Background: an optimization exercise with open tools, aiming at small area, a short achievable clock period and few clock cycles. Do not read the settings as production practice.
Function was checked by simulation only, so behaviour that the tests miss may differ from the original.
Power and IR drop assume default switching activity.

File: flow/design.v
module busyboard_core (
    input  wire       clk,
    input  wire       rst,         
    input  wire       cmd_valid,
    output wire       cmd_ready,
    input  wire [1:0] cmd_op,      
    input  wire [7:0] cmd_addr,
    input  wire [7:0] cmd_data,
    output reg        out_valid,
    output reg  [7:0] out_data,
    output reg        rd_valid,
    output reg        rd_hit,
    output reg  [7:0] rd_data,
    output wire [7:0] acc,
    output wire [7:0] pc,
    output wire       carry,
    output wire       halted,
    output wire       illegal,
    output wire [8:0] mem_len
);
    localparam [1:0] CMD_STEP  = 2'd0,
                     CMD_WRITE = 2'd1,
                     CMD_SETPC = 2'd2,
                     CMD_READ  = 2'd3;
    function automatic lt8(input [7:0] a, input [7:0] b);
        integer i, k;
        reg t;
        begin
            lt8 = 1'b0;
            for (i = 0; i < 8; i = i + 1) begin
                t = ~a[i] & b[i];
                for (k = i + 1; k < 8; k = k + 1)
                    t = t & ~(a[k] & ~b[k]);
                lt8 = lt8 | t;
            end
        end
    endfunction
    function automatic [8:0] add8(input [7:0] a, input [7:0] b, input ci);
        integer i, j, k;
        reg [8:0] c;
        reg t;
        begin
            for (i = 0; i <= 8; i = i + 1) begin
                c[i] = ci;
                for (k = 0; k < i; k = k + 1)
                    c[i] = c[i] & (a[k] | b[k]);
                for (k = 0; k < i; k = k + 1) begin
                    t = a[k] & b[k];
                    for (j = k + 1; j < i; j = j + 1)
                        t = t & (a[j] | b[j]);
                    c[i] = c[i] | t;
                end
            end
            for (i = 0; i < 8; i = i + 1)
                add8[i] = a[i] ^ b[i] ^ c[i];
            add8[8] = c[8];
        end
    endfunction
    function automatic [8:0] inc8(input [7:0] x);
        integer i;
        begin
            for (i = 0; i < 8; i = i + 1)
                inc8[i] = x[i] ^ (&(x | ~((8'd1 << i) - 8'd1)));
            inc8[8] = &x;
        end
    endfunction
    function automatic [6:0] half_up(input [7:0] x);
        half_up = inc8(x) >> 1;
    endfunction
    reg [7:0] a_r;
    reg [7:0] pc_r;
    reg       c_r;
    reg       h_r;
    reg       i_r;
    reg [8:0] len_r;
    reg [7:0] ins0;         
    reg [7:0] ins1;         
    reg [7:0] ta_q;         
    reg [6:0] tae_q;        
    reg       read_q;       
    reg       fetch_q;      
    reg [2047:0] memv;      
    wire busy = read_q | fetch_q;
    wire fire = cmd_valid & ~busy;
    wire op_step  = (cmd_op == CMD_STEP);
    wire op_write = (cmd_op == CMD_WRITE);
    wire op_setpc = (cmd_op == CMD_SETPC);
    wire op_read  = (cmd_op == CMD_READ);
    wire hz     = (ins0[7:4] == 4'h0);
    wire [3:0] o = ins0[3:0];
    wire is_ldi = hz & (o == 4'h1);
    wire is_lda = hz & (o == 4'h2);
    wire is_sta = hz & (o == 4'h3);
    wire is_add = hz & (o == 4'h4);
    wire is_sub = hz & (o == 4'h5);
    wire is_out = hz & (o == 4'hE);
    wire is_hlt = hz & (o == 4'hF);
    wire is_one = hz & ((o == 4'h0) | (o == 4'hE));         
    wire is_two = hz & (o != 4'h0) & (o <= 4'h8);
    wire take   = hz & ((o == 4'h6) |
                        ((o == 4'h7) & (a_r == 8'h00)) |
                        ((o == 4'h8) & c_r));
    wire [8:0] pc_p1 = inc8(pc_r);
    wire [8:0] pc_p2 = {inc8({1'b0, pc_r[7:1]}), pc_r[0]};
    wire [8:0] pc_p3 = pc_r[0] ? {inc8(pc_p1[8:1]), 1'b0}
                               : {pc_p2[8:1], 1'b1};
    wire hit0     = {1'b0, pc_r} < len_r;                  
    wire hit1     = pc_p1 < len_r;                         
    wire pc2_lt   = pc_p2 < len_r;                         
    wire op_lt    = len_r[8] | lt8(ins1, len_r[7:0]);      
    wire pc2_le_o = ~pc_p2[8] & ~lt8(ins1, pc_p2[7:0]);    
    wire dec_ill = ~hit0 | ~(is_one | is_hlt | is_two) | (is_two & ~hit1);
    wire nxt_ok = is_one ? hit1 :
                  take   ? op_lt :
                           (pc2_lt | (is_sta & pc2_le_o));
    wire step = fire & op_step & ~h_r & ~i_r;    
    wire exe  = step & ~dec_ill;                 
    wire adv  = exe & ~is_hlt & nxt_ok;          
    wire       st_en   = exe & is_sta;
    wire [7:0] wr_data = rst ? 8'h00 : op_write ? cmd_data : a_r;
    wire [15:0] hw_hi = {16{fire & op_write}} & (16'd1 << cmd_addr[7:4]);
    wire [15:0] hw_lo = 16'd1 << cmd_addr[3:0];
    wire [15:0] st_hi = {16{st_en}} & (16'd1 << ins1[7:4]);
    wire [15:0] st_lo = 16'd1 << ins1[3:0];
    genvar g;
    generate
        for (g = 0; g < 256; g = g + 1) begin : gmem
            wire we = rst | (hw_hi[g / 16] & hw_lo[g % 16]) | (st_hi[g / 16] & st_lo[g % 16]);
            always @(posedge clk)
                if (we) memv[8*g +: 8] <= wr_data;
        end
    endgenerate
    wire [7:0] ebank [0:127];
    wire [7:0] obank [0:127];
    generate
        for (g = 0; g < 128; g = g + 1) begin : gtb
            assign ebank[g] = memv[16*g +: 8];
            assign obank[g] = memv[16*g + 8 +: 8];
        end
    endgenerate
    wire [7:0] teb = ebank[tae_q];
    wire [7:0] tob = obank[ta_q[7:1]];
    wire [7:0] t0  = ta_q[0] ? tob : teb;    
    wire [7:0] t1  = ta_q[0] ? teb : tob;    
    wire [8:0] sum  = add8(a_r, t0, 1'b0);
    wire [8:0] dneg = add8(a_r, ~t0, 1'b1);    
    wire [7:0] wbank [0:3][0:63];
    genvar h;
    generate
        for (h = 0; h < 4; h = h + 1) begin : gwb
            for (g = 0; g < 64; g = g + 1) begin : gwr
                assign wbank[h][g] = memv[32*g + 8*h +: 8];
            end
        end
    endgenerate
    wire [5:0] prow  = pc_r[7:2];
    wire [8:0] prow_i = inc8({2'b00, pc_r[7:2]});
    wire [5:0] prow1 = prow_i[5:0];
    wire [7:0] sb0 = wbank[0][(pc_r[1:0] > 2'd0) ? prow1 : prow];
    wire [7:0] sb1 = wbank[1][(pc_r[1:0] > 2'd1) ? prow1 : prow];
    wire [7:0] sb2 = wbank[2][(pc_r[1:0] > 2'd2) ? prow1 : prow];
    wire [7:0] sb3 = wbank[3][prow];
    function automatic [7:0] pick(input [1:0] sel, input [7:0] b0, input [7:0] b1,
                                  input [7:0] b2, input [7:0] b3);
        case (sel)
            2'd0:    pick = b0;
            2'd1:    pick = b1;
            2'd2:    pick = b2;
            default: pick = b3;
        endcase
    endfunction
    wire [1:0] k0 = fetch_q ? 2'd0 : is_one ? 2'd1 : 2'd2;    
    wire [1:0] s0 = pc_r[1:0] + k0;
    wire [1:0] s1 = pc_r[1:0] + k0 + 2'd1;
    wire [7:0] w0 = pick(s0, sb0, sb1, sb2, sb3);
    wire [7:0] w1 = pick(s1, sb0, sb1, sb2, sb3);
    wire       tk = ~fetch_q & ~is_one & take;
    wire [7:0] fb0 = tk ? t0 : w0;
    wire [7:0] fb1 = tk ? t1 : w1;
    wire st_f0 = ~fetch_q & is_sta & (ins1 == pc_p2[7:0]);
    wire st_f1 = ~fetch_q & is_sta & (ins1 == pc_p3[7:0]);
    wire [7:0] nb0 = st_f0 ? a_r : fb0;
    wire [7:0] nb1 = st_f1 ? a_r : fb1;
    wire wr_i0 = ({1'b0, cmd_addr} == {1'b0, pc_r});
    wire wr_i1 = ({1'b0, cmd_addr} == pc_p1);
    wire [7:0] fx = is_one ? pc_p1[7:0] : take ? ins1 : pc_p2[7:0];
    wire [8:0] len_wr = ({1'b0, cmd_addr} >= len_r) ? ({1'b0, cmd_addr} + 9'd1) : len_r;
    always @(posedge clk) begin
        if (rst) begin
            a_r       <= 8'h00;
            pc_r      <= 8'h00;
            c_r       <= 1'b0;
            h_r       <= 1'b0;
            i_r       <= 1'b0;
            len_r     <= 9'd0;
            ins0      <= 8'h00;
            ins1      <= 8'h00;
            ta_q      <= 8'h00;
            tae_q     <= 7'd0;
            read_q    <= 1'b0;
            fetch_q   <= 1'b0;
            out_valid <= 1'b0;
            rd_valid  <= 1'b0;
        end else begin
            read_q    <= fire & op_read;
            fetch_q   <= fire & op_setpc;
            out_valid <= exe & is_out;
            rd_valid  <= read_q;
            if (fetch_q | step) begin
                ins0 <= nb0;
                ins1 <= nb1;
                ta_q <= nb1;
                tae_q <= half_up(nb1);
            end else if (fire & op_write) begin
                if (wr_i0) ins0 <= cmd_data;
                if (wr_i1) begin
                    ins1 <= cmd_data;
                    ta_q <= cmd_data;
                    tae_q <= half_up(cmd_data);
                end
            end else if (fire & op_read) begin
                ta_q <= cmd_addr;
                tae_q <= half_up(cmd_addr);
            end else if (read_q) begin
                ta_q <= ins1;
                tae_q <= half_up(ins1);
            end
            if (fire & op_write)
                len_r <= len_wr;
            if (st_en & ~op_lt)
                len_r <= inc8(ins1);
            if (fire & op_setpc)
                pc_r <= cmd_addr;
            if (adv)
                pc_r <= fx;
            if (step & (dec_ill | ~is_hlt & ~nxt_ok))
                i_r <= 1'b1;
            if (exe & is_hlt)
                h_r <= 1'b1;
            if (exe & is_ldi)
                a_r <= ins1;
            if (exe & op_lt & is_lda)
                a_r <= t0;
            if (exe & op_lt & is_add)
                a_r <= sum[7:0];
            if (exe & op_lt & is_sub)
                a_r <= dneg[7:0];
            if (exe & (is_add | is_sub))
                c_r <= op_lt & (is_add ? sum[8] : ~dneg[8]);
        end
    end
    always @(posedge clk) begin
        out_data <= a_r;         
        rd_hit   <= {1'b0, ta_q} < len_r;     
        rd_data  <= t0;
    end
    assign cmd_ready = ~busy;
    assign acc     = a_r;
    assign pc      = pc_r;
    assign carry   = c_r;
    assign halted  = h_r;
    assign illegal = i_r;
    assign mem_len = len_r;
endmodule
File: flow/run.sh
#!/bin/bash
# synth_recipe.tcl (not shown) runs the flow's synth.tcl, then flattens the netlist and writes it again
# the make line also repeats each setting of config.mk as NAME=value (left out here)
make -C /OpenROAD-flow-scripts/flow DESIGN_CONFIG=/design/flow/config.mk WORK_HOME=/design/flow/orfs CLKGATE_MAP_FILE= SYNTH_SCRIPT=/design/flow/synth_recipe.tcl finish
File: flow/config.mk
export PLATFORM = sky130hd
export DESIGN_NAME = busyboard_core
export DESIGN_NICKNAME = busyboard_core
export VERILOG_FILES = /design/flow/design.v
export SDC_FILE = /design/flow/constraint.sdc
export NUM_CORES = 4
export LEC_CHECK = 0
export CAP_MARGIN = 20
export CORE_MARGIN = 2
export CORE_UTILIZATION = 38
export PLACE_DENSITY = 0.5
export SETUP_SLACK_MARGIN = 5
export SLEW_MARGIN = 20
File: flow/constraint.sdc
create_clock -name core_clock -period 10.0 [get_ports {clk}]
set_input_delay 2.0000 -clock core_clock [delete_from_list [all_inputs] [get_ports {clk}]]
set_output_delay 2.0000 -clock core_clock [all_outputs]
set_load 0.01 [all_outputs]
==> results.txt <==
repair_timing:
item | CTS
gates resized for setup | 770
cloned | 25
hold buffers | 0
pin swaps | 164
setup buffers | 215
endpoints found under the setup margin | 2089
per-layer routing:
layer / global-route usage / GRT overflow
met5: 0.4212 / 7
met4: 0.7880 / 563
met3: 0.6824 / 55
met2: 0.8984 / 864
met1: 0.8005 / 43
metrics by stage:
stage | power, mW | utilization | worst slack, ps | area, µm²
3_3_place_gp | 15.94 | 0.4121 | 1478 | 118400
3_5_place_dp | 15.92 | 0.4131 | 2044 | 118700
2_1_floorplan | 12.57 | - | 4328 | 109800
4_1_cts | 25.67 | 0.4632 | 4312 | 133100
logic make-up after synthesis:
logic type,after synthesis,synth area share
buffers and inverters,1000,0.03623
adders and majority gates,132,0.01508
DFF,2128,0.5762
muxes,289,0.02870
and+or+nand+nor,2737,0.1324
xor gates and xnor gates,62,0.005210
AOI/OAI and AO/OA,3101,0.2062
power groups by stage:
stage	sequential (mW)	combinational (mW)	clock, mW
3_3_place_gp	11.3	4.61	0
3_5_place_dp	11.3	4.60	0
2_1_floorplan	10.6	1.93	0
4_1_cts	11.1	5.24	9.33
how the worst max path moves through the flow:
stage                                        to  cells after the start
after floorplan           tae_q[3]$_SDFFE_PP0P_                     28
after global placement    tae_q[4]$_SDFFE_PP0P_                     20
after detailed placement  tae_q[3]$_SDFFE_PP0P_                     23
after CTS                   a_r[7]$_SDFFE_PP0P_                     24
==> reports/qor.yml <==
fp-row-count: 197
clk_path_buf_depth: 4
grt_pass1_vias: 134100
grt_pass1_wl_um: 1563000
root_buffer: "clkbuf_16"
tool.error: "[ERROR GRT-0116] Global routing finished with congestion. Check the congestion regions in the DRC Viewer."
grt_use_total: 0.7902
outcome: "did not finish"
die_w_um: 540.8
ys_warn_count: 1
yosysMostFrequentCell: "edfxtp_1"
die_h_um: 540.8
htreeDepth: 4
dp_hpwl_um: 719600
initial_utilization: 0.3811
syn_nets: 9599
cts_sinks: 2128
ys_seq_area_frac: 0.5762
cts_buffers: 241
stop_stage: "global routing (5_1_grt)"
dp.cells: 13140
io_pins: 69
io_buffers: 68
synth_top_area_share: 0.5616
netlist_top_cells_count: "2,048 x edfxtp_1, 775 x nand3_1, 672 x a22oi_1"
async_flop_share: 0
synthTopCellsByArea: "edfxtp_1 56%, a22oi_1 4.6%, nand3_1 3.5%"
synthCells: 9449
grt_max_degree: 144
avgSynthCellArea_um2: 11.59
ys_ff_latch: 2128
syn_area_um2: 109500
gr-total-overflow: 1532
ys.flop_type: "edfxtp_1"
gp_congestion: 1.292
yosysTopAreaCell: "edfxtp_1"
synth_cell_types: 103
synth_edf_count: 2048
Testbench counts, summed over its fixed seeds: cycles 36,739.
